Source: an optimization exercise on an open RTL-to-GDS flow (aim: small area, a short achievable clock period and few clock cycles per item). Production flows keep margins and buffers that such runs may drop.
The RTL was checked by simulation tests, not by an equivalence proof against the original design.
Power is estimated from default activity; no workload was simulated.

## flow/design.v (module list and top-level ports; edited modules follow where they fit)
// module icu_fwd: 360 lines
// module icu_d125a: 40 lines
// module icu_d125b: 49 lines
// module icu_gt8: 15 lines
// module icu_pop16: 42 lines
// module icu_wsel: 21 lines
// module icu_mac: 268 lines
// module icu_dstep: 9 lines
// module icu_invn: 328 lines
// module icu_add21: 171 lines
// module icu_quant: 317 lines
module icu_quant (
    input  wire        clk,
    input  wire        rst,
    input  wire        in_valid,
    output wire        in_ready,
    input  wire [23:0] in_rgb,
    output reg         out_valid,
    input  wire        out_ready,
    output reg  [23:0] out_lo,
    output reg  [23:0] out_hi,
    output reg  [7:0]  out_avg
);
  // ...
==> flow/flow/run.sh <==
#!/bin/bash
# The standard layout (the standard.sh, all steps), with three changes:
#  - the port buffers are made with a regular buf_4 cell instead of the
#    flow's default choice;
#  - the clock tree is built with larger sink clusters (up to 25 sinks,
#    100 um across) and without dummy loads;
#  - the timing repair steps aim at a 5.5 ns period instead of only
#    meeting the 22 ns clock (the constraints themselves are unchanged).
# The full output goes to standard.log in this folder.
set -e
export BUFFER_PORTS_ARGS="-buffer_cell sky130_fd_sc_hd__buf_4"
export CTS_ARGS="-sink_clustering_enable -repair_clock_nets -dont_use_dummy_load -sink_clustering_size 25 -sink_clustering_max_diameter 100"
export SETUP_SLACK_MARGIN=16.5
bash standard.sh > standard.log 2>&1
==> flow/standard.sh <==
#!/bin/bash
# synth_recipe.tcl (not shown) runs the flow's synth.tcl, then flattens the netlist and writes it again
# the make line also repeats each setting of config.mk as NAME=value (left out here)
make -C /OpenROAD-flow-scripts/flow DESIGN_CONFIG=/design/flow/config.mk WORK_HOME=/design/flow/orfs CLKGATE_MAP_FILE= SYNTH_SCRIPT=/design/flow/synth_recipe.tcl "${@:-finish}"
==> flow/config.mk <==
export PLATFORM = sky130hd
export DESIGN_NAME = icu_quant
export DESIGN_NICKNAME = icu_quant
export VERILOG_FILES = /design/flow/design.v
export SDC_FILE = /design/flow/constraint.sdc
export NUM_CORES = 4
export LEC_CHECK = 0
export CAP_MARGIN = 20
export CORE_MARGIN = 2
export CORE_UTILIZATION = 50
export PLACE_DENSITY = 0.65
export SLEW_MARGIN = 20
==> flow/constraint.sdc <==
create_clock -name core_clock -period 22.0 [get_ports {clk}]
set_input_delay 4.4000 -clock core_clock [delete_from_list [all_inputs] [get_ports {clk}]]
set_output_delay 4.4000 -clock core_clock [all_outputs]
set_load 0.01 [all_outputs]
==> reports/summary.txt, run 1 <==
Clock Tree Root = clkbuf_16
critical path class = reg2out
final RePlAce weighted congestion = 0.904
layout cells sized above 1 = 6.03%
global-route wire length before repair = 165 mm
Worst setup endpoint = out_avg[3]
Clock Tree Buf Depth = 3
sw frac = 35.4%
Final WS setup = 16.38 ns
Synth top cells by count = dfxtp_1, inv_1, fa_1
H-tree Lvls = 2
Sequential Power Share = 42.4%
met2 WL = 49.3 mm
Layout clock buffers = 51
worst hold slack = 0.273 ns
Top class by area = multi-input gates
worst min-delay path class = reg2reg
status = complete, no violations
DRT Wirelength = 101 mm
critical path launch point type = flop
Diodes inserted = 0
Max Clock Skew = 0.0846 ns
yosys warns = 9
die width = 328 µm
die area = 0.108 mm²
Tightest Pin Transition = 1.06 ns
ANT nets after route = 0
worst vdd ir = 0.000125 V
flop2flop setup slack = 16.79 ns
DP Area = 0.0546 mm²
Testbench counts, summed over its fixed seeds: cycles 6,456, items 384.
==> module icu_fwd, before the edit <==
module icu_fwd (
    input  wire [7:0]  r,
    input  wire [7:0]  g,
    input  wire [7:0]  b,
    output wire [14:0] xy,
    output wire [14:0] xcb,
    output wire [14:0] xcr
);
    wire n1 = r[5] ^ ~g[2];
    wire n2 = r[5] & ~g[2];
    wire n3 = r[6] ^ ~g[3];
    wire n4 = r[6] & ~g[3];
    wire n5 = r[7] ^ ~g[4] ^ b[6];
    wire n6 = (r[7] & ~g[4]) | (b[6] & (r[7] ^ ~g[4]));
    wire n7 = ~b[2] ^ b[0];
    wire n8 = ~b[2] & b[0];
    wire n9 = r[0] ^ ~g[5] ^ b[7];
    wire n10 = (r[0] & ~g[5]) | (b[7] & (r[0] ^ ~g[5]));
    wire n11 = ~b[3] ^ b[1];
    wire n12 = ~b[3] & b[1];
    wire n13 = r[1] ^ ~g[6] ^ g[0];
    wire n14 = (r[1] & ~g[6]) | (g[0] & (r[1] ^ ~g[6]));
    wire n15 = ~(~b[4] ^ b[2]);
    wire n16 = ~b[4] | b[2];
    wire n17 = r[2] ^ ~g[7] ^ g[1];
    wire n18 = (r[2] & ~g[7]) | (g[1] & (r[2] ^ ~g[7]));
    wire n19 = ~(~b[5] ^ b[3]);
    wire n20 = ~b[5] | b[3];
    wire n21 = r[3] ^ g[2] ^ ~b[6];
    wire n22 = (r[3] & g[2]) | (~b[6] & (r[3] ^ g[2]));
    wire n23 = r[4] ^ g[3] ^ ~b[7];
    wire n24 = (r[4] & g[3]) | (~b[7] & (r[4] ^ g[3]));
    wire n25 = r[3] ^ ~g[0];
    wire n26 = r[3] & ~g[0];
    wire n27 = r[4] ^ ~g[1];
    wire n28 = r[4] & ~g[1];
    wire n29 = n1 ^ b[4] ^ ~b[0];
    wire n30 = (n1 & b[4]) | (~b[0] & (n1 ^ b[4]));
    wire n31 = n2 ^ n3 ^ b[5];
    wire n32 = (n2 & n3) | (b[5] & (n2 ^ n3));
    wire n33 = n4 ^ n5 ^ n7;
    wire n34 = (n4 & n5) | (n7 & (n4 ^ n5));
    wire n35 = n6 ^ n8 ^ n9;
    wire n36 = (n6 & n8) | (n9 & (n6 ^ n8));
    wire n37 = n10 ^ n12 ^ n13;
    wire n38 = (n10 & n12) | (n13 & (n10 ^ n12));
    wire n39 = n14 ^ n16 ^ n17;
    wire n40 = (n14 & n16) | (n17 & (n14 ^ n16));
    wire n41 = n18 ^ n20 ^ n21;
    wire n42 = (n18 & n20) | (n21 & (n18 ^ n20));
    wire n43 = n22 ^ n23 ^ b[5];
    wire n44 = (n22 & n23) | (b[5] & (n22 ^ n23));
    wire n45 = n24 ^ r[5] ^ g[4];
    wire n46 = (n24 & r[5]) | (g[4] & (n24 ^ r[5]));
    wire n47 = r[6] ^ g[5];
    wire n48 = r[6] & g[5];
    wire n49 = n25 ^ b[2];
    wire n50 = n25 & b[2];
    wire n51 = n26 ^ n27 ^ b[3];
    wire n52 = (n26 & n27) | (b[3] & (n26 ^ n27));
    wire n53 = ~(n28 ^ n29);
    wire n54 = n28 | n29;
    wire n55 = n30 ^ n31 ^ ~b[1];
    wire n56 = (n30 & n31) | (~b[1] & (n30 ^ n31));
    wire n57 = ~(n32 ^ n33);
    wire n58 = n32 | n33;
    wire n59 = n34 ^ n35 ^ n11;
    wire n60 = (n34 & n35) | (n11 & (n34 ^ n35));
    wire n61 = n36 ^ n37 ^ n15;
    wire n62 = (n36 & n37) | (n15 & (n36 ^ n37));
    wire n63 = n38 ^ n39 ^ n19;
    wire n64 = (n38 & n39) | (n19 & (n38 ^ n39));
    wire n65 = n40 ^ n41 ^ b[4];
    wire n66 = (n40 & n41) | (b[4] & (n40 ^ n41));
    wire n67 = ~(n42 ^ n43);
    wire n68 = n42 | n43;
    wire n69 = n44 ^ n45 ^ b[6];
    wire n70 = (n44 & n45) | (b[6] & (n44 ^ n45));
    wire n71 = n46 ^ n47 ^ b[7];
    wire n72 = (n46 & n47) | (b[7] & (n46 ^ n47));
    wire n73 = n48 ^ r[7] ^ g[6];
    wire n74 = (n48 & r[7]) | (g[6] & (n48 ^ r[7]));
    wire n75 = ~r[3] ^ ~r[1];
    wire n76 = ~r[3] & ~r[1];
    wire n77 = ~r[4] ^ ~r[2] ^ g[6];
    wire n78 = (~r[4] & ~r[2]) | (g[6] & (~r[4] ^ ~r[2]));
    wire n79 = ~g[4] ^ ~g[1];
    wire n80 = ~g[4] & ~g[1];
    wire n81 = ~r[5] ^ ~r[3] ^ ~r[0];
    wire n82 = (~r[5] & ~r[3]) | (~r[0] & (~r[5] ^ ~r[3]));
    wire n83 = g[7] ^ ~g[5] ^ ~g[2];
    wire n84 = (g[7] & ~g[5]) | (~g[2] & (g[7] ^ ~g[5]));
    wire n85 = ~b[7] ^ ~b[4];
    wire n86 = ~b[7] & ~b[4];
    wire n87 = ~r[6] ^ ~r[4] ^ ~r[1];
    wire n88 = (~r[6] & ~r[4]) | (~r[1] & (~r[6] ^ ~r[4]));
    wire n89 = ~g[6] ^ ~g[3] ^ ~g[0];
    wire n90 = (~g[6] & ~g[3]) | (~g[0] & (~g[6] ^ ~g[3]));
    wire n91 = ~(~b[5] ^ ~b[2]);
    wire n92 = ~b[5] | ~b[2];
    wire n93 = ~r[7] ^ ~r[5] ^ ~r[2];
    wire n94 = (~r[7] & ~r[5]) | (~r[2] & (~r[7] ^ ~r[5]));
    wire n95 = ~g[7] ^ ~g[4] ^ ~g[1];
    wire n96 = (~g[7] & ~g[4]) | (~g[1] & (~g[7] ^ ~g[4]));
    wire n97 = ~b[6] ^ ~b[3] ^ b[0];
    wire n98 = (~b[6] & ~b[3]) | (b[0] & (~b[6] ^ ~b[3]));
    wire n99 = ~r[6] ^ ~r[3] ^ ~g[5];
    wire n100 = (~r[6] & ~r[3]) | (~g[5] & (~r[6] ^ ~r[3]));
    wire n101 = ~g[2] ^ ~b[7] ^ ~b[4];
    wire n102 = (~g[2] & ~b[7]) | (~b[4] & (~g[2] ^ ~b[7]));
    wire n103 = ~b[1];
    wire n104 = ~r[7] ^ ~r[4] ^ ~g[6];
    wire n105 = (~r[7] & ~r[4]) | (~g[6] & (~r[7] ^ ~r[4]));
    wire n106 = ~g[3] ^ ~b[5];
    wire n107 = ~g[3] & ~b[5];
    wire n108 = ~r[5] ^ ~g[7] ^ ~g[4];
    wire n109 = (~r[5] & ~g[7]) | (~g[4] & (~r[5] ^ ~g[7]));
    wire n110 = ~r[1] ^ g[3];
    wire n111 = ~r[1] & g[3];
    wire n112 = ~r[2] ^ ~r[0] ^ g[4];
    wire n113 = (~r[2] & ~r[0]) | (g[4] & (~r[2] ^ ~r[0]));
    wire n114 = ~g[2] ^ ~b[4];
    wire n115 = ~g[2] & ~b[4];
    wire n116 = n75 ^ g[5] ^ ~g[3];
    wire n117 = (n75 & g[5]) | (~g[3] & (n75 ^ g[5]));
    wire n118 = ~g[0] ^ ~b[5] ^ ~b[2];
    wire n119 = (~g[0] & ~b[5]) | (~b[2] & (~g[0] ^ ~b[5]));
    wire n120 = n76 ^ n77 ^ n79;
    wire n121 = (n76 & n77) | (n79 & (n76 ^ n77));
    wire n122 = ~b[6] ^ ~b[3] ^ ~b[0];
    wire n123 = (~b[6] & ~b[3]) | (~b[0] & (~b[6] ^ ~b[3]));
    wire n124 = n78 ^ n80 ^ n81;
    wire n125 = (n78 & n80) | (n81 & (n78 ^ n80));
    wire n126 = n83 ^ n85 ^ ~b[1];
    wire n127 = (n83 & n85) | (~b[1] & (n83 ^ n85));
    wire n128 = n82 ^ n84 ^ n86;
    wire n129 = (n82 & n84) | (n86 & (n82 ^ n84));
    wire n130 = n87 ^ n89 ^ n91;
    wire n131 = (n87 & n89) | (n91 & (n87 ^ n89));
    wire n132 = n88 ^ n90 ^ n92;
    wire n133 = (n88 & n90) | (n92 & (n88 ^ n90));
    wire n134 = n93 ^ n95 ^ n97;
    wire n135 = (n93 & n95) | (n97 & (n93 ^ n95));
    wire n136 = n94 ^ n96 ^ n98;
    wire n137 = (n94 & n96) | (n98 & (n94 ^ n96));
    wire n138 = n99 ^ n101 ^ n103;
    wire n139 = (n99 & n101) | (n103 & (n99 ^ n101));
    wire n140 = n100 ^ n102 ^ b[1];
    wire n141 = (n100 & n102) | (b[1] & (n100 ^ n102));
    wire n142 = n104 ^ n106 ^ b[2];
    wire n143 = (n104 & n106) | (b[2] & (n104 ^ n106));
    wire n144 = n105 ^ n107 ^ n108;
    wire n145 = (n105 & n107) | (n108 & (n105 ^ n107));
    wire n146 = ~(~b[6] ^ b[3]);
    wire n147 = ~b[6] | b[3];
    wire n148 = n109 ^ ~r[6] ^ ~g[5];
    wire n149 = (n109 & ~r[6]) | (~g[5] & (n109 ^ ~r[6]));
    wire n150 = ~(~b[7] ^ b[4]);
    wire n151 = ~b[7] | b[4];
    wire n152 = ~r[7] ^ ~g[6] ^ b[5];
    wire n153 = (~r[7] & ~g[6]) | (b[5] & (~r[7] ^ ~g[6]));
    wire n154 = ~r[0] ^ g[2];
    wire n155 = ~r[0] & g[2];
    wire n156 = n110 ^ ~g[1] ^ ~b[3];
    wire n157 = (n110 & ~g[1]) | (~b[3] & (n110 ^ ~g[1]));
    wire n158 = n111 ^ n112 ^ n114;
    wire n159 = (n111 & n112) | (n114 & (n111 ^ n112));
    wire n160 = n113 ^ n115 ^ n116;
    wire n161 = (n113 & n115) | (n116 & (n113 ^ n115));
    wire n162 = n117 ^ n119 ^ n120;
    wire n163 = (n117 & n119) | (n120 & (n117 ^ n119));
    wire n164 = n121 ^ n123 ^ n124;
    wire n165 = (n121 & n123) | (n124 & (n121 ^ n123));
    wire n166 = n125 ^ n127 ^ n128;
    wire n167 = (n125 & n127) | (n128 & (n125 ^ n127));
    wire n168 = n129 ^ n131 ^ n132;
    wire n169 = (n129 & n131) | (n132 & (n129 ^ n131));
    wire n170 = n133 ^ n135 ^ n136;
    wire n171 = (n133 & n135) | (n136 & (n133 ^ n135));
    wire n172 = n137 ^ n139 ^ n140;
    wire n173 = (n137 & n139) | (n140 & (n137 ^ n139));
    wire n174 = n141 ^ n143 ^ n144;
    wire n175 = (n141 & n143) | (n144 & (n141 ^ n143));
    wire n176 = n145 ^ n147 ^ n148;
    wire n177 = (n145 & n147) | (n148 & (n145 ^ n147));
    wire n178 = n149 ^ n151 ^ n152;
    wire n179 = (n149 & n151) | (n152 & (n149 ^ n151));
    wire n180 = n153 ^ ~g[7] ^ b[6];
    wire n181 = (n153 & ~g[7]) | (b[6] & (n153 ^ ~g[7]));
    wire n182 = g[0] ^ ~b[0];
    wire n183 = g[0] & ~b[0];
    wire n184 = g[1] ^ ~b[1];
    wire n185 = g[1] & ~b[1];
    wire n186 = n154 ^ ~g[0] ^ ~b[2];
    wire n187 = (n154 & ~g[0]) | (~b[2] & (n154 ^ ~g[0]));
    wire n188 = n155 ^ n156 ^ ~b[0];
    wire n189 = (n155 & n156) | (~b[0] & (n155 ^ n156));
    wire n190 = n157 ^ n158 ^ ~b[1];
    wire n191 = (n157 & n158) | (~b[1] & (n157 ^ n158));
    wire n192 = n159 ^ n160 ^ n118;
    wire n193 = (n159 & n160) | (n118 & (n159 ^ n160));
    wire n194 = n161 ^ n162 ^ n122;
    wire n195 = (n161 & n162) | (n122 & (n161 ^ n162));
    wire n196 = n163 ^ n164 ^ n126;
    wire n197 = (n163 & n164) | (n126 & (n163 ^ n164));
    wire n198 = n165 ^ n166 ^ n130;
    wire n199 = (n165 & n166) | (n130 & (n165 ^ n166));
    wire n200 = n167 ^ n168 ^ n134;
    wire n201 = (n167 & n168) | (n134 & (n167 ^ n168));
    wire n202 = n169 ^ n170 ^ n138;
    wire n203 = (n169 & n170) | (n138 & (n169 ^ n170));
    wire n204 = n171 ^ n172 ^ n142;
    wire n205 = (n171 & n172) | (n142 & (n171 ^ n172));
    wire n206 = n173 ^ n174 ^ n146;
    wire n207 = (n173 & n174) | (n146 & (n173 ^ n174));
    wire n208 = n175 ^ n176 ^ n150;
    wire n209 = (n175 & n176) | (n150 & (n175 ^ n176));
    wire n210 = ~(n177 ^ n178);
    wire n211 = n177 | n178;
    wire n212 = ~(n179 ^ n180);
    wire n213 = n179 | n180;
    wire n214 = ~(n181 ^ b[7]);
    wire n215 = n181 | b[7];
    wire n216 = ~r[6] ^ ~r[3];
    wire n217 = ~r[6] & ~r[3];
    wire n218 = ~r[7] ^ ~r[4] ^ ~r[1];
    wire n219 = (~r[7] & ~r[4]) | (~r[1] & (~r[7] ^ ~r[4]));
    wire n220 = g[3] ^ g[0] ^ b[7];
    wire n221 = (g[3] & g[0]) | (b[7] & (g[3] ^ g[0]));
    wire n222 = ~r[5] ^ ~r[2] ^ g[4];
    wire n223 = (~r[5] & ~r[2]) | (g[4] & (~r[5] ^ ~r[2]));
    wire n224 = g[1] ^ ~b[5];
    wire n225 = g[1] & ~b[5];
    wire n226 = ~r[6] ^ ~r[3] ^ r[0];
    wire n227 = (~r[6] & ~r[3]) | (r[0] & (~r[6] ^ ~r[3]));
    wire n228 = g[5] ^ g[2] ^ ~g[0];
    wire n229 = (g[5] & g[2]) | (~g[0] & (g[5] ^ g[2]));
    wire n230 = ~r[7] ^ ~r[4] ^ r[1];
    wire n231 = (~r[7] & ~r[4]) | (r[1] & (~r[7] ^ ~r[4]));
    wire n232 = g[6] ^ g[3] ^ ~g[1];
    wire n233 = (g[6] & g[3]) | (~g[1] & (g[6] ^ g[3]));
    wire n234 = ~b[7] ^ ~b[4];
    wire n235 = ~b[7] & ~b[4];
    wire n236 = ~r[5] ^ r[2] ^ g[7];
    wire n237 = (~r[5] & r[2]) | (g[7] & (~r[5] ^ r[2]));
    wire n238 = g[4] ^ ~g[2];
    wire n239 = g[4] & ~g[2];
    wire n240 = ~r[6] ^ r[3];
    wire n241 = ~r[6] & r[3];
    wire n242 = ~r[7] ^ r[4];
    wire n243 = ~r[7] & r[4];
    wire n244 = ~r[4] ^ ~r[1] ^ g[0];
    wire n245 = (~r[4] & ~r[1]) | (g[0] & (~r[4] ^ ~r[1]));
    wire n246 = ~r[5] ^ ~r[2] ^ g[1];
    wire n247 = (~r[5] & ~r[2]) | (g[1] & (~r[5] ^ ~r[2]));
    wire n248 = n216 ^ ~r[0] ^ g[2];
    wire n249 = (n216 & ~r[0]) | (g[2] & (n216 ^ ~r[0]));
    wire n250 = b[6] ^ ~b[3];
    wire n251 = b[6] & ~b[3];
    wire n252 = n217 ^ n218 ^ n220;
    wire n253 = (n217 & n218) | (n220 & (n217 ^ n218));
    wire n254 = ~(~b[4] ^ ~b[1]);
    wire n255 = ~b[4] | ~b[1];
    wire n256 = n219 ^ n221 ^ n222;
    wire n257 = (n219 & n221) | (n222 & (n219 ^ n221));
    wire n258 = ~(n224 ^ ~b[2]);
    wire n259 = n224 | ~b[2];
    wire n260 = n223 ^ n225 ^ n226;
    wire n261 = (n223 & n225) | (n226 & (n223 ^ n225));
    wire n262 = n228 ^ ~b[6] ^ ~b[3];
    wire n263 = (n228 & ~b[6]) | (~b[3] & (n228 ^ ~b[6]));
    wire n264 = n227 ^ n229 ^ n230;
    wire n265 = (n227 & n229) | (n230 & (n227 ^ n229));
    wire n266 = ~(n232 ^ n234);
    wire n267 = n232 | n234;
    wire n268 = n231 ^ n233 ^ n235;
    wire n269 = (n231 & n233) | (n235 & (n231 ^ n233));
    wire n270 = n236 ^ n238 ^ ~b[5];
    wire n271 = (n236 & n238) | (~b[5] & (n236 ^ n238));
    wire n272 = n237 ^ n239 ^ n240;
    wire n273 = (n237 & n239) | (n240 & (n237 ^ n239));
    wire n274 = g[5] ^ ~g[3] ^ ~b[6];
    wire n275 = (g[5] & ~g[3]) | (~b[6] & (g[5] ^ ~g[3]));
    wire n276 = n241 ^ n242 ^ g[6];
    wire n277 = (n241 & n242) | (g[6] & (n241 ^ n242));
    wire n278 = ~(~g[4] ^ ~b[7]);
    wire n279 = ~g[4] | ~b[7];
    wire n280 = n243 ^ r[5] ^ g[7];
    wire n281 = (n243 & r[5]) | (g[7] & (n243 ^ r[5]));
    wire n282 = ~~g[5];
    wire n283 = ~r[3] ^ ~r[0];
    wire n284 = ~r[3] & ~r[0];
    wire n285 = n244 ^ b[4] ^ ~b[1];
    wire n286 = (n244 & b[4]) | (~b[1] & (n244 ^ b[4]));
    wire n287 = n245 ^ n246 ^ b[5];
    wire n288 = (n245 & n246) | (b[5] & (n245 ^ n246));
    wire n289 = n247 ^ n248 ^ n250;
    wire n290 = (n247 & n248) | (n250 & (n247 ^ n248));
    wire n291 = n249 ^ n251 ^ n252;
    wire n292 = (n249 & n251) | (n252 & (n249 ^ n251));
    wire n293 = n253 ^ n255 ^ n256;
    wire n294 = (n253 & n255) | (n256 & (n253 ^ n255));
    wire n295 = n257 ^ n259 ^ n260;
    wire n296 = (n257 & n259) | (n260 & (n257 ^ n259));
    wire n297 = n261 ^ n263 ^ n264;
    wire n298 = (n261 & n263) | (n264 & (n261 ^ n263));
    wire n299 = n265 ^ n267 ^ n268;
    wire n300 = (n265 & n267) | (n268 & (n265 ^ n267));
    wire n301 = n269 ^ n271 ^ n272;
    wire n302 = (n269 & n271) | (n272 & (n269 ^ n271));
    wire n303 = n273 ^ n275 ^ n276;
    wire n304 = (n273 & n275) | (n276 & (n273 ^ n275));
    wire n305 = n277 ^ n279 ^ n280;
    wire n306 = (n277 & n279) | (n280 & (n277 ^ n279));
    wire n307 = n281 ^ ~g[5] ^ r[6];
    wire n308 = (n281 & ~g[5]) | (r[6] & (n281 ^ ~g[5]));
    wire n309 = r[7] ^ ~g[7];
    wire n310 = r[7] & ~g[7];
    wire n311 = ~r[0] ^ b[0];
    wire n312 = ~r[0] & b[0];
    wire n313 = ~r[1] ^ b[1];
    wire n314 = ~r[1] & b[1];
    wire n315 = ~r[2] ^ b[2];
    wire n316 = ~r[2] & b[2];
    wire n317 = n283 ^ b[3] ^ ~b[0];
    wire n318 = (n283 & b[3]) | (~b[0] & (n283 ^ b[3]));
    wire n319 = ~(n284 ^ n285);
    wire n320 = n284 | n285;
    wire n321 = n286 ^ n287 ^ ~b[2];
    wire n322 = (n286 & n287) | (~b[2] & (n286 ^ n287));
    wire n323 = n288 ^ n289 ^ ~b[0];
    wire n324 = (n288 & n289) | (~b[0] & (n288 ^ n289));
    wire n325 = n290 ^ n291 ^ n254;
    wire n326 = (n290 & n291) | (n254 & (n290 ^ n291));
    wire n327 = n292 ^ n293 ^ n258;
    wire n328 = (n292 & n293) | (n258 & (n292 ^ n293));
    wire n329 = n294 ^ n295 ^ n262;
    wire n330 = (n294 & n295) | (n262 & (n294 ^ n295));
    wire n331 = n296 ^ n297 ^ n266;
    wire n332 = (n296 & n297) | (n266 & (n296 ^ n297));
    wire n333 = n298 ^ n299 ^ n270;
    wire n334 = (n298 & n299) | (n270 & (n298 ^ n299));
    wire n335 = n300 ^ n301 ^ n274;
    wire n336 = (n300 & n301) | (n274 & (n300 ^ n301));
    wire n337 = n302 ^ n303 ^ n278;
    wire n338 = (n302 & n303) | (n278 & (n302 ^ n303));
    wire n339 = n304 ^ n305 ^ n282;
    wire n340 = (n304 & n305) | (n282 & (n304 ^ n305));
    wire n341 = n306 ^ n307 ^ ~g[6];
    wire n342 = (n306 & n307) | (~g[6] & (n306 ^ n307));
    wire n343 = ~(n308 ^ n309);
    wire n344 = n308 | n309;
    wire n345 = ~n310;
    wire [17:0] xy_s = {1'b0, n74, n72, n70, n68, n66, n64, n62, n60, n58, n56, n54, n52, n50, n49, r[2], r[1], r[0]} + {1'b0, g[7], n73, n71, n69, n67, n65, n63, n61, n59, n57, n55, n53, n51, 1'b1, b[1], b[0], 1'b0};
    assign xy = xy_s[17:3];
    wire [17:0] xcb_s = {n215, n213, n211, n209, n207, n205, n203, n201, n199, n197, n195, n193, n191, n189, n187, n185, n183, n182} + {1'b1, n214, n212, n210, n208, n206, n204, n202, n200, n198, n196, n194, n192, n190, n188, n186, n184, 1'b1};
    assign xcb = xcb_s[17:3];
    wire [17:0] xcr_s = {n344, n342, n340, n338, n336, n334, n332, n330, n328, n326, n324, n322, n320, n318, n316, n314, n312, n311} + {n345, n343, n341, n339, n337, n335, n333, n331, n329, n327, n325, n323, n321, n319, n317, n315, n313, 1'b1};
    assign xcr = xcr_s[17:3];
endmodule
==> inputs of run 2 (changes only) <==
--- a/flow/design.v
+++ b/flow/design.v
@@ -288,73 +288,72 @@
     wire n280 = n243 ^ r[5] ^ g[7];
     wire n281 = (n243 & r[5]) | (g[7] & (n243 ^ r[5]));
-    wire n282 = ~~g[5];
-    wire n283 = ~r[3] ^ ~r[0];
-    wire n284 = ~r[3] & ~r[0];
-    wire n285 = n244 ^ b[4] ^ ~b[1];
-    wire n286 = (n244 & b[4]) | (~b[1] & (n244 ^ b[4]));
-    wire n287 = n245 ^ n246 ^ b[5];
-    wire n288 = (n245 & n246) | (b[5] & (n245 ^ n246));
-    wire n289 = n247 ^ n248 ^ n250;
-    wire n290 = (n247 & n248) | (n250 & (n247 ^ n248));
-    wire n291 = n249 ^ n251 ^ n252;
-    wire n292 = (n249 & n251) | (n252 & (n249 ^ n251));
-    wire n293 = n253 ^ n255 ^ n256;
-    wire n294 = (n253 & n255) | (n256 & (n253 ^ n255));
-    wire n295 = n257 ^ n259 ^ n260;
-    wire n296 = (n257 & n259) | (n260 & (n257 ^ n259));
-    wire n297 = n261 ^ n263 ^ n264;
-    wire n298 = (n261 & n263) | (n264 & (n261 ^ n263));
-    wire n299 = n265 ^ n267 ^ n268;
-    wire n300 = (n265 & n267) | (n268 & (n265 ^ n267));
-    wire n301 = n269 ^ n271 ^ n272;
-    wire n302 = (n269 & n271) | (n272 & (n269 ^ n271));
-    wire n303 = n273 ^ n275 ^ n276;
-    wire n304 = (n273 & n275) | (n276 & (n273 ^ n275));
-    wire n305 = n277 ^ n279 ^ n280;
-    wire n306 = (n277 & n279) | (n280 & (n277 ^ n279));
-    wire n307 = n281 ^ ~g[5] ^ r[6];
-    wire n308 = (n281 & ~g[5]) | (r[6] & (n281 ^ ~g[5]));
-    wire n309 = r[7] ^ ~g[7];
-    wire n310 = r[7] & ~g[7];
-    wire n311 = ~r[0] ^ b[0];
-    wire n312 = ~r[0] & b[0];
-    wire n313 = ~r[1] ^ b[1];
-    wire n314 = ~r[1] & b[1];
-    wire n315 = ~r[2] ^ b[2];
-    wire n316 = ~r[2] & b[2];
-    wire n317 = n283 ^ b[3] ^ ~b[0];
-    wire n318 = (n283 & b[3]) | (~b[0] & (n283 ^ b[3]));
-    wire n319 = ~(n284 ^ n285);
-    wire n320 = n284 | n285;
-    wire n321 = n286 ^ n287 ^ ~b[2];
-    wire n322 = (n286 & n287) | (~b[2] & (n286 ^ n287));
-    wire n323 = n288 ^ n289 ^ ~b[0];
-    wire n324 = (n288 & n289) | (~b[0] & (n288 ^ n289));
-    wire n325 = n290 ^ n291 ^ n254;
-    wire n326 = (n290 & n291) | (n254 & (n290 ^ n291));
-    wire n327 = n292 ^ n293 ^ n258;
-    wire n328 = (n292 & n293) | (n258 & (n292 ^ n293));
-    wire n329 = n294 ^ n295 ^ n262;
-    wire n330 = (n294 & n295) | (n262 & (n294 ^ n295));
-    wire n331 = n296 ^ n297 ^ n266;
-    wire n332 = (n296 & n297) | (n266 & (n296 ^ n297));
-    wire n333 = n298 ^ n299 ^ n270;
-    wire n334 = (n298 & n299) | (n270 & (n298 ^ n299));
-    wire n335 = n300 ^ n301 ^ n274;
-    wire n336 = (n300 & n301) | (n274 & (n300 ^ n301));
-    wire n337 = n302 ^ n303 ^ n278;
-    wire n338 = (n302 & n303) | (n278 & (n302 ^ n303));
-    wire n339 = n304 ^ n305 ^ n282;
-    wire n340 = (n304 & n305) | (n282 & (n304 ^ n305));
-    wire n341 = n306 ^ n307 ^ ~g[6];
-    wire n342 = (n306 & n307) | (~g[6] & (n306 ^ n307));
-    wire n343 = ~(n308 ^ n309);
-    wire n344 = n308 | n309;
-    wire n345 = ~n310;
+    wire n282 = ~r[3] ^ ~r[0];
+    wire n283 = ~r[3] & ~r[0];
+    wire n284 = n244 ^ b[4] ^ ~b[1];
+    wire n285 = (n244 & b[4]) | (~b[1] & (n244 ^ b[4]));
+    wire n286 = n245 ^ n246 ^ b[5];
+    wire n287 = (n245 & n246) | (b[5] & (n245 ^ n246));
+    wire n288 = n247 ^ n248 ^ n250;
+    wire n289 = (n247 & n248) | (n250 & (n247 ^ n248));
+    wire n290 = n249 ^ n251 ^ n252;
+    wire n291 = (n249 & n251) | (n252 & (n249 ^ n251));
+    wire n292 = n253 ^ n255 ^ n256;
+    wire n293 = (n253 & n255) | (n256 & (n253 ^ n255));
+    wire n294 = n257 ^ n259 ^ n260;
+    wire n295 = (n257 & n259) | (n260 & (n257 ^ n259));
+    wire n296 = n261 ^ n263 ^ n264;
+    wire n297 = (n261 & n263) | (n264 & (n261 ^ n263));
+    wire n298 = n265 ^ n267 ^ n268;
+    wire n299 = (n265 & n267) | (n268 & (n265 ^ n267));
+    wire n300 = n269 ^ n271 ^ n272;
+    wire n301 = (n269 & n271) | (n272 & (n269 ^ n271));
+    wire n302 = n273 ^ n275 ^ n276;
+    wire n303 = (n273 & n275) | (n276 & (n273 ^ n275));
+    wire n304 = n277 ^ n279 ^ n280;
+    wire n305 = (n277 & n279) | (n280 & (n277 ^ n279));
+    wire n306 = n281 ^ ~g[5] ^ r[6];
+    wire n307 = (n281 & ~g[5]) | (r[6] & (n281 ^ ~g[5]));
+    wire n308 = r[7] ^ ~g[7];
+    wire n309 = r[7] & ~g[7];
+    wire n310 = ~r[0] ^ b[0];
+    wire n311 = ~r[0] & b[0];
+    wire n312 = ~r[1] ^ b[1];
+    wire n313 = ~r[1] & b[1];
+    wire n314 = ~r[2] ^ b[2];
+    wire n315 = ~r[2] & b[2];
+    wire n316 = n282 ^ b[3] ^ ~b[0];
+    wire n317 = (n282 & b[3]) | (~b[0] & (n282 ^ b[3]));
+    wire n318 = ~(n283 ^ n284);
+    wire n319 = n283 | n284;
+    wire n320 = n285 ^ n286 ^ ~b[2];
+    wire n321 = (n285 & n286) | (~b[2] & (n285 ^ n286));
+    wire n322 = n287 ^ n288 ^ ~b[0];
+    wire n323 = (n287 & n288) | (~b[0] & (n287 ^ n288));
+    wire n324 = n289 ^ n290 ^ n254;
+    wire n325 = (n289 & n290) | (n254 & (n289 ^ n290));
+    wire n326 = n291 ^ n292 ^ n258;
+    wire n327 = (n291 & n292) | (n258 & (n291 ^ n292));
+    wire n328 = n293 ^ n294 ^ n262;
+    wire n329 = (n293 & n294) | (n262 & (n293 ^ n294));
+    wire n330 = n295 ^ n296 ^ n266;
+    wire n331 = (n295 & n296) | (n266 & (n295 ^ n296));
+    wire n332 = n297 ^ n298 ^ n270;
+    wire n333 = (n297 & n298) | (n270 & (n297 ^ n298));
+    wire n334 = n299 ^ n300 ^ n274;
+    wire n335 = (n299 & n300) | (n274 & (n299 ^ n300));
+    wire n336 = n301 ^ n302 ^ n278;
+    wire n337 = (n301 & n302) | (n278 & (n301 ^ n302));
+    wire n338 = n303 ^ n304 ^ g[5];
+    wire n339 = (n303 & n304) | (g[5] & (n303 ^ n304));
+    wire n340 = n305 ^ n306 ^ ~g[6];
+    wire n341 = (n305 & n306) | (~g[6] & (n305 ^ n306));
+    wire n342 = ~(n307 ^ n308);
+    wire n343 = n307 | n308;
+    wire n344 = ~n309;
     wire [17:0] xy_s = {1'b0, n74, n72, n70, n68, n66, n64, n62, n60, n58, n56, n54, n52, n50, n49, r[2], r[1], r[0]} + {1'b0, g[7], n73, n71, n69, n67, n65, n63, n61, n59, n57, n55, n53, n51, 1'b1, b[1], b[0], 1'b0};
     assign xy = xy_s[17:3];
     wire [17:0] xcb_s = {n215, n213, n211, n209, n207, n205, n203, n201, n199, n197, n195, n193, n191, n189, n187, n185, n183, n182} + {1'b1, n214, n212, n210, n208, n206, n204, n202, n200, n198, n196, n194, n192, n190, n188, n186, n184, 1'b1};
     assign xcb = xcb_s[17:3];
-    wire [17:0] xcr_s = {n344, n342, n340, n338, n336, n334, n332, n330, n328, n326, n324, n322, n320, n318, n316, n314, n312, n311} + {n345, n343, n341, n339, n337, n335, n333, n331, n329, n327, n325, n323, n321, n319, n317, n315, n313, 1'b1};
+    wire [17:0] xcr_s = {n343, n341, n339, n337, n335, n333, n331, n329, n327, n325, n323, n321, n319, n317, n315, n313, n311, n310} + {n344, n342, n340, n338, n336, n334, n332, n330, n328, n326, n324, n322, n320, n318, n316, n314, n312, 1'b1};
     assign xcr = xcr_s[17:3];
 endmodule
==> reports/summary.txt, run 2 <==
Final WS setup = 16.40 ns (+0.0223 ns)
gr usage total = 19.0%
Seq/Total Area, Yosys = 47.3%
Initial Util = 50.5%
Clock Tree Root = clkbuf_16
Sequential Area = 0.0248 mm²
Cells after Synth = 4,540
die area = 0.108 mm² (-0.32%)
yosys warns = 9 (unchanged)
vias per inst = 5.16
Diodes inserted = 0 (unchanged)
layout cells sized above 1 = 7.05% (+1.0 points)
Final Hold Vio Count = 0
DRT Wirelength = 100 mm (-0.83%)
number of global-route vias before repair = 31.4k
Final TNS setup = 0 ns
crit-path max FO = 1
critical path launch point type = flop
worst path required time = 17.60 ns
Max-Cap Viols = 0
Yosys top cell by area = dfxtp_1
Core Footprint = 0.104 mm²
I/O Pins = 86
post-route minimum period = 5.60 ns
Detailed Routing Iterations Pass 1 = 8
status = complete, no violations
max-slew violation count = 0
worst min-delay path class = reg2reg
post-synthesis cell type count = 79
FF+latch count, synth = 1,087
H-tree Lvls = 2 (unchanged)
most common cell in the netlist = dfxtp_1
area share of the largest cell type after synthesis = 29.9%
syn_nets = 5,316
critical path's slowest cell = edfxtp_1
Synth top cells by count = dfxtp_1, inv_1, fa_1
Area Overhead vs Synth = 6.91%
CTS clk-pin slew, worst paths = 0.09 ns
Most used DFF post-synth = dfxtp_1
post-synthesis average cell area = 11.6 µm²
Syn Std Cell Area = 0.0525 mm²
Max Clock Skew = 0.0986 ns (+0.0140 ns)
Leak = 24.0 nW
most frequent cells in the layout = dfxtp_1, inv_1, fa_1, nand2_1, ha_1
synth top area cells = dfxtp_1, edfxtp_1, fa_1
Clock Tree Buf Depth = 3 (unchanged)
Cell Pwr Density = 107 mW/mm²
critical path class = reg2out
Regs by FF count = rcb (128), rcr (128), ry (128)
Multi-input gate area = 0.0251 mm²
Critical path buffers and inverters = 1
final setup violation count = 0
final RePlAce weighted congestion = 0.879 (-2.7%)
Worst slew margin = 28.6%
commonest non-fill, non-tap cell in the layout = dfxtp_1
port bufs = 85
worst vdd ir = 0.000105 V (-16%)
HPWL Detailed = 73.1 mm
NumNets Final = 5,319
dpl ws = 16.10 ns
dpl cells = 5,867
die height = 328 µm
Num CTS Buffers = 52
post-synthesis async set-or-reset flop share = 0%
Avg WL per Cell = 16.9 µm
Clock Sinks = 1,087
number of antenna violations at the first check in global routing = 1
CP max stage delay = 0.42 ns
Max Clk Rate = 179 MHz
ANT nets after route = 0 (unchanged)
die width = 328 µm (-0.16%)
unrepaired setup endpoints after global routing = true
Initial DRC Count = 1,884
largest net degree at the start of global routing = 89
number of remaining DRC errors = 0
Tightest Pin Transition = 1.07 ns (+0.00507 ns)
CP arrival = 1.20 ns
row count = 118
fill count = 8,867
Crit path max-delay family = flip-flops
Clock Latency Late Sink = 0.69 ns
gr ovfl total = 0
Setup crit end kind = output port
Layout Cells excl Fill = 5,921
CP Cell Sequence = buf_6
vias after detailed routing = 30.6k
global-route wire length before repair = 165 mm (-0.13%)
Post-synth EDFFs = 304
fin crit share = 25.4%
CTS tree = yes
## run 2: cell count changes in the layout (fill, tap and decap cells not counted), moves of 11 or more
| cell | previous run | this run |
|---|---|---|
| xnor2_1 | 116 | 127 |
| a221oi_1 | 53 | 31 |
| maj3_2 | 5 | 27 |
| nand2_1 | 383 | 369 |
| dfxtp_2 | 9 | 20 |
| o211ai_1 | 15 | 3 |
| xor2_1 | 84 | 72 |
| dfxtp_1 | 773 | 760 |
| buf_4 | 69 | 56 |
| nor2b_1 | 83 | 94 |
## run 2: final timing paths
kind	to	from	cells after the start	slack [ns]
setup reg to reg	hi_y[17]	sel15[13]	18	16.70
setup / recovery	out_avg[0]	out_avg[0]	1	16.40
hold / removal	rcb[3][3]	rcb[2][3]	0	0.27
hold reg to reg	rcb[3][3]	rcb[2][3]	0	0.27
## run 2: worst reg2reg max path: stages, from the launching register on
cell and delay, ns:
dfxtp_1 0.33, buf_12 0.18, a22o_1 0.26, a221oi_2 0.21, fa_1 0.47, fa_1 0.49
inv_1 0.05, fa_1 0.46, ha_1 0.34, a2111oi_2 0.31, o21ai_1 0.15, a31o_2 0.26
o311a_1 0.32, a311o_1 0.33, nor3_2 0.16, a21oi_1 0.08, fa_2 0.37, xnor2_2 0.15
nor2_1 0.06
## run 2: logic make-up after synthesis
kind of cell | Yosys count | synth area share (%)
xor gates and xnor gates | 201 | 3.36
DFF | 1087 | 47.3
muxes | 132 | 2.63
buffers and inverters | 696 | 5.01
AOI/OAI and AO/OA | 562 | 7.38
adders and majority gates | 812 | 25.0
and+or+nand+nor | 1050 | 9.36
## run 2: stage by stage
stage / hold slack, ns / total power [mW] / utilization, % / instance area [µm²]
final: 0.271 / 6.00 / 54.0 / 56100
after global routing: 0.268 / 6.62 / 54.0 / 56100
after CTS: 0.273 / 6.13 / 53.9 / 55900
after detailed placement: 0.312 / 5.11 / 52.4 / 54400
after global placement: 0.310 / 5.03 / 52.4 / 54400
after floorplan: 0.310 / 4.44 / - / 52500
## run 2: power by group
group	switching, mW	total (mW)	internal [mW]
Sequential	0.162	2.53	2.36
Clock	0.590	1.01	0.421
Combinational	1.36	2.46	1.10
## run 2: area by class of cell
class	instances	area share, %
Sequential cell	1087	44.3
Multi-Input combinational cell	2757	44.8
Clock buffer	52	2.32
Timing Repair Buffer	113	1.92
Tap cell	1380	3.08
Inverter	532	3.56
## run 2: timing repair
action	in CTS	in global routing
setup buffers	1	1
endpoints found under the setup margin	78	91
pin swaps	0	5
gates resized for setup	60	39
hold buffers	0	0
## run 2: layer usage
layer / up-vias / global-route usage, % / wire (µm)
li1: 14998 / - / -
met3: 127 / 2.61 / 4200
met1: 14881 / 26.0 / 45700
met5: - / 0 / 0
met2: 565 / 32.0 / 47900
met4: 0 / 4.55 / 2140
Testbench counts of run 2, summed over its fixed seeds: cycles 6,456, items 384.

-- re-timing with driven ports --
The flow's constraints put no driver on any port. The routed layouts listed below were extracted and timed again, unchanged, in two steps.
Step 1 assumes that a clkbuf_16 drives the clock port and a buf_2 every other input.
Step 2 moves the port delays by t, midway between the first and last clock arrival at a register: inputs arrive t later, outputs are due t later. That takes back most of the time a late clock gives input paths.
Slacks: no drivers / after step 1 / after step 2; pairs: no drivers / after step 1.
run	t (ns)	setup slack, ns	worst slew at a driven data input, ns	cell pins on the clock port's net
run 1	0.692	16.382 / 16.316 / 16.558	0.04	1
run 2	0.709	16.405 / 16.341 / 16.576	0.04	1
After both steps every run listed still meets setup and hold.
